This is an optimization exercise on Yosys and OpenROAD, whose aim is small area, a short achievable clock period and few clock cycles, not a production implementation. The RTL was checked by simulation tests, not by an equivalence proof against the original design. Power is estimated from default activity; no workload was simulated.

Design mbrtu_server, start of the top module:
module mbrtu_server (
    input  wire         clk,
    input  wire         rst,
    input  wire [7:0]   rx_data,
    input  wire         rx_valid,
    input  wire         rx_last,
    output wire         rx_ready,
    output reg  [7:0]   tx_data,
    output reg          tx_valid,
    output reg          tx_last,
    input  wire         tx_ready,
    input  wire [31:0]  di_in,
    input  wire [127:0] ir_in
);
    localparam BUF_CAP = 68;           
    function [15:0] crc_byte(input [15:0] c, input [7:0] d);
        integer k;
        reg [15:0] r;
        begin
            r = c ^ {8'h00, d};
            for (k = 0; k < 8; k = k + 1)
                r = r[0] ? ((r >> 1) ^ 16'hA001) : (r >> 1);
            crc_byte = r;
        end
    endfunction
    function [15:0] crc_unstep(input [15:0] c);
        integer k;
        reg [15:0] r;
        begin
            r = c;
            for (k = 0; k < 8; k = k + 1)
                r = {r[14:0] ^ (r[15] ? 15'h2001 : 15'h0000), r[15]};
            crc_unstep = r;
        end
    endfunction
    reg [7:0]  rb [0:BUF_CAP-1];
    reg [6:0]  wptr;       
    reg [15:0] pcrc;       
    reg [6:0]  blen;       
    reg [6:0]  rptr;       
    wire [6:0] qidx = rptr + 7'd1;    
    reg [7:0]  rd_q;       
    reg        rx_rdy;
    wire       in_v = rx_valid & rx_rdy;
    wire       in_l = rx_last;
    wire [7:0] in_d = rx_data;
    assign rx_ready = rx_rdy;
    reg [7:0]  h0, h1, h2, h3, h4, h5, h6;
    always @(*) begin
        h0 = rb[0];
        h1 = rb[1];
        h2 = rb[2];
        h3 = rb[3];
        h4 = rb[4];
        h5 = rb[5];
        h6 = rb[6];
    end
    localparam R_RECV = 3'd0;
    localparam R_CHK  = 3'd1;
    localparam R_SCAN = 3'd2;
    localparam R_MOVE = 3'd3;
    localparam R_HOLD = 3'd4;
    localparam R_DEC  = 3'd5;
    localparam R_MSET = 3'd6;
    reg [2:0]  rs;         
    reg        prime;      
    reg        fnd;        
    reg [2:0]  mv_left;    
    reg        mv_hdr;     
  ...
For scale: about 4700 cells after synthesis, ~1400 flip-flops, about 180 I/O pins.
Settings: LEC_CHECK=0, CAP_MARGIN=20, CORE_MARGIN=2, CORE_UTILIZATION=60, CTS_CLUSTER_DIAMETER=100, CTS_CLUSTER_SIZE=20, SLEW_MARGIN=20; clock period 10.0 ns.
standard.sh (not shown) runs the stock make flow with config.mk's settings and CLKGATE_MAP_FILE= SYNTH_SCRIPT=/design/flow/synth_recipe.tcl, a recipe that flattens the netlist after the stock synthesis.
==> flow/flow/run.sh <==
#!/bin/bash
# The standard layout (standard.sh: standard synthesis, floorplan, place,
# CTS, route, finish) with two changes to how it is made:
#  - the input and output ports are buffered with buf_4 instead of the
#    buffer buffer_ports picks by default (a slow delay cell);
#  - repair_timing aims for 6.5 ns of setup slack at the design's period,
#    so the layout is sized for the period it can reach.
# The clock, its period and the constraints are the design's (constraint.sdc).
set -euo pipefail
export BUFFER_PORTS_ARGS="-buffer_cell sky130_fd_sc_hd__buf_4"
export SETUP_SLACK_MARGIN=6.5
bash standard.sh > standard_run.log 2>&1
Testbench counts at the start, summed over its fixed seeds: cycles 78,894.
Change:
--- a/flow/design.v
+++ b/flow/design.v
@@ -277,19 +277,19 @@
     always @(posedge clk) begin
         if (cm_run && !cm_wc) begin
             if (cm_half)
                 hregs[cm_hp][7:0] <= rd_q;
             else
                 hregs[cm_hp][15:8] <= rd_q;
         end
     end
     always @(posedge clk) begin
-        if (ap_v)
+        if (rx_rdy || mv_v)
             rb[wptr] <= ap_d;
     end
     always @(posedge clk)
         rd_q <= (rptr < BUF_CAP) ? rb[rptr] : 8'h00;
     always @(posedge clk) begin
         if (rst) begin
             rx_rdy  <= 1'b1;
             rs      <= R_RECV;
             wptr    <= 7'd0;
After rerunning:
- routed wire length went up by about 3.3%
- sequential cell count is unchanged
- setup slack degrades by 16 ps
- total power came out lower by 1.1%
- core utilization climbs by 0.35 points
Testbench counts after the change, summed over its fixed seeds: cycles 78,894.


mbrtu_server, a different RTL version from the one above (not shown whole).
Size in the first run: ~4700 cells after synthesis, ~1400 flip-flops, ~0.064 sq mm of cells after synthesis.
clock: 10.0 ns
lec_check: 0
cap_margin: 20
core_margin: 2
core_utilization: 60
cts_cluster_diameter: 100
cts_cluster_size: 20
slew_margin: 20
Scripts as last shown in full above: flow/flow/run.sh
The first run completed with no timing, DRC or antenna violations.
Testbench counts at the start, summed over its fixed seeds: cycles 78,751.
Rerun with:
--- a/flow/design.v
+++ b/flow/design.v
@@ -75,24 +75,25 @@
     reg [7:0]  q_unit, q_fc, q_aH, q_aL, q_cH, q_cL;
     reg        q_exc, q_rb, q_rr;
     reg [1:0]  cm_st;      
     reg        cm_wc;      
     reg [2:0]  cm_r;
     reg [6:0]  cm_cr;      
     reg [2:0]  cm_lane;
     reg [4:0]  cm_hp;
     reg [4:0]  cm_hc;
     reg        cm_half;
     reg [63:0] coils;
     reg [15:0] hregs [0:31];
+    reg [31:0] hvld;
     reg        mvq;        
     wire       mv_v  = mvq;
     wire       mv_l  = (mv_left == 3'd1);
     wire       ap_v  = in_v | mv_v;
     wire [7:0] ap_d  = mvq ? rd_q : in_d;
     wire [6:0] n_new = wptr + 7'd1;
     wire [15:0] h_cnt = {h4, h5};
     wire [16:0] nb17  = {1'b0, h_cnt} + 17'd7;
     wire [13:0] h_nb  = nb17[16:3];
     wire        cnz   = (h_cnt != 16'd0);
     wire f_rb = (h1 == 8'h01) || (h1 == 8'h02);
     wire f_rr = (h1 == 8'h03) || (h1 == 8'h04);
@@ -186,25 +187,25 @@
             3'd6: lane1 = bsrc[55:48];
             default: lane1 = bsrc[63:56];
         endcase
     end
     wire [15:0] bsh = {lane1, lane0} >> t_aL[2:0];
     wire [7:0]  bmask = (t_cnt[10:3] != 8'd0) ? 8'hFF : ~(8'hFF << t_cnt[2:0]);
     wire [7:0]  bbyte = bsh[7:0] & bmask;
     integer i;
     reg  [15:0] hr_rd, ir_rd;
     always @(*) begin
         hr_rd = 16'h0000;
         for (i = 0; i < 32; i = i + 1)
-            if (hoh[i])
+            if (hoh[i] && hvld[i])
                 hr_rd = hr_rd | hregs[i];
         case (t_aL[2:0])
             3'd0: ir_rd = ir_in[15:0];
             3'd1: ir_rd = ir_in[31:16];
             3'd2: ir_rd = ir_in[47:32];
             3'd3: ir_rd = ir_in[63:48];
             3'd4: ir_rd = ir_in[79:64];
             3'd5: ir_rd = ir_in[95:80];
             3'd6: ir_rd = ir_in[111:96];
             default: ir_rd = ir_in[127:112];
         endcase
     end
@@ -258,50 +259,51 @@
     always @(posedge clk) begin
         if (rst) begin
             coils <= 64'h0;
         end else if (cm_run && cm_wc) begin
             for (i = 0; i < 64; i = i + 1) begin
                 if (i / 8 == cm_lane && c_m16[i % 8])
                     coils[i] <= c_d16[i % 8];
                 else if (i / 8 == cm_lane1 && c_m16[8 + i % 8])
                     coils[i] <= c_d16[8 + i % 8];
             end
         end
     end
-    wire cm_clr = (cm_st == 2'd3);
     always @(posedge clk) begin
-        if (cm_clr)
-            hregs[cm_hp] <= 16'h0000;
-        else if (cm_run && !cm_wc) begin
+        if (rst)
+            hvld <= 32'h0;
+        else if (cm_run && !cm_wc && cm_half)
+            hvld[cm_hp] <= 1'b1;
+    end
+    always @(posedge clk) begin
+        if (cm_run && !cm_wc) begin
             if (cm_half)
                 hregs[cm_hp][7:0] <= rd_q;
             else
                 hregs[cm_hp][15:8] <= rd_q;
         end
     end
     always @(posedge clk) begin
         if (rx_rdy || mv_v)
             rb[wptr] <= ap_d;
     end
     always @(posedge clk)
         rd_q <= (rptr < BUF_CAP) ? rb[rptr] : 8'h00;
     always @(posedge clk) begin
         if (rst) begin
             rx_rdy  <= 1'b1;
             rs      <= R_RECV;
             wptr    <= 7'd0;
             pcrc    <= 16'hFFFF;
-            cm_st   <= 2'd3;
-            cm_hp   <= 5'd0;
-            cm_wc   <= 1'b0;
+            cm_st   <= 2'd0;
             prime   <= 1'b0;
             mvq     <= 1'b0;
             q_v     <= 1'b0;
         end else begin
             if (rx_valid & rx_rdy & rx_last)
                 rx_rdy <= 1'b0;
             if (ap_v) begin
                 wptr <= n_new;
                 pcrc <= crc_byte(pcrc, ap_d);
             end
             if (in_v && in_l) begin
                 if (n_new >= 7'd5) begin
@@ -342,29 +344,24 @@
                 cm_wc   <= v_wc_h;
                 cm_r    <= h3[2:0];
                 cm_cr   <= pd_cr0;
                 cm_lane <= pd_lane;
                 cm_hp   <= h3[4:0];
                 cm_hc   <= h5[4:0];
                 cm_half <= 1'b0;
             end
             2'd1: begin
                 cm_st <= 2'd2;
                 rptr  <= rptr + 7'd1;
             end
-            2'd3: begin
-                cm_hp <= cm_hp + 5'd1;
-                if (cm_hp == 5'd31)
-                    cm_st <= 2'd0;
-            end
             default: begin
                 rptr    <= rptr + 7'd1;
                 cm_cr   <= cm_cr - 7'd8;
                 cm_lane <= cm_lane1;
                 cm_half <= ~cm_half;
                 if (cm_half) begin
                     cm_hp <= cm_hp + 5'd1;
                     cm_hc <= cm_hc - 5'd1;
                 end
                 if (cm_fin)
                     cm_st <= 2'd0;
             end
What happened: Routed wire length falls by 0.65%. Area after synthesis goes up by 0.88%. Final area rose by about 0.8%. Fmax barely changes. First-iteration DRC count came out lower by about 1.1%. Final cell count went down by about 0.7%. Synthesized cell count is lower by about 0.65%.
Testbench counts after the change, summed over its fixed seeds: cycles 78,733.

[what the ideal ports hide]
The results above use ideal ports. As a check the final layouts listed here were re-extracted and re-timed, cells and wires unchanged.
Step 1 assumes that a clkbuf_16 drives the clock port and a buf_2 every other input.
Step 2 adds t to the input delays and takes it off the output delays; t is the mean of the earliest and latest rising clock arrival at the registers after step 1. Input paths then give back, and output paths get back, about the clock's delay inside the block.
a / b / c = ideal ports / drivers / drivers and shift; a / b = the first two.
run	t, ns	setup WS [ns]	worst hold slack (ns)	worst setup path after step 2	pins driven straight from the clock port
the first run of note 1	0.774	6.341 / 6.389 / 5.615	0.392 / 0.392 / 0.392	input to register	1
the second run of note 1	0.767	6.325 / 6.356 / 5.589	0.421 / 0.421 / 0.421	input to register	1
the first run of note 2	0.774	6.380 / 6.426 / 5.653	0.424 / 0.424 / 0.424	input to register	1
the second run of note 2	0.775	6.382 / 6.410 / 5.635	0.423 / 0.423 / 0.423	input to register	1
After both steps setup and hold are still met in every run listed. The setup slack of the second run of note 2, which loses most, moves by +0.028 ns with the drivers and by -0.747 ns with both steps.
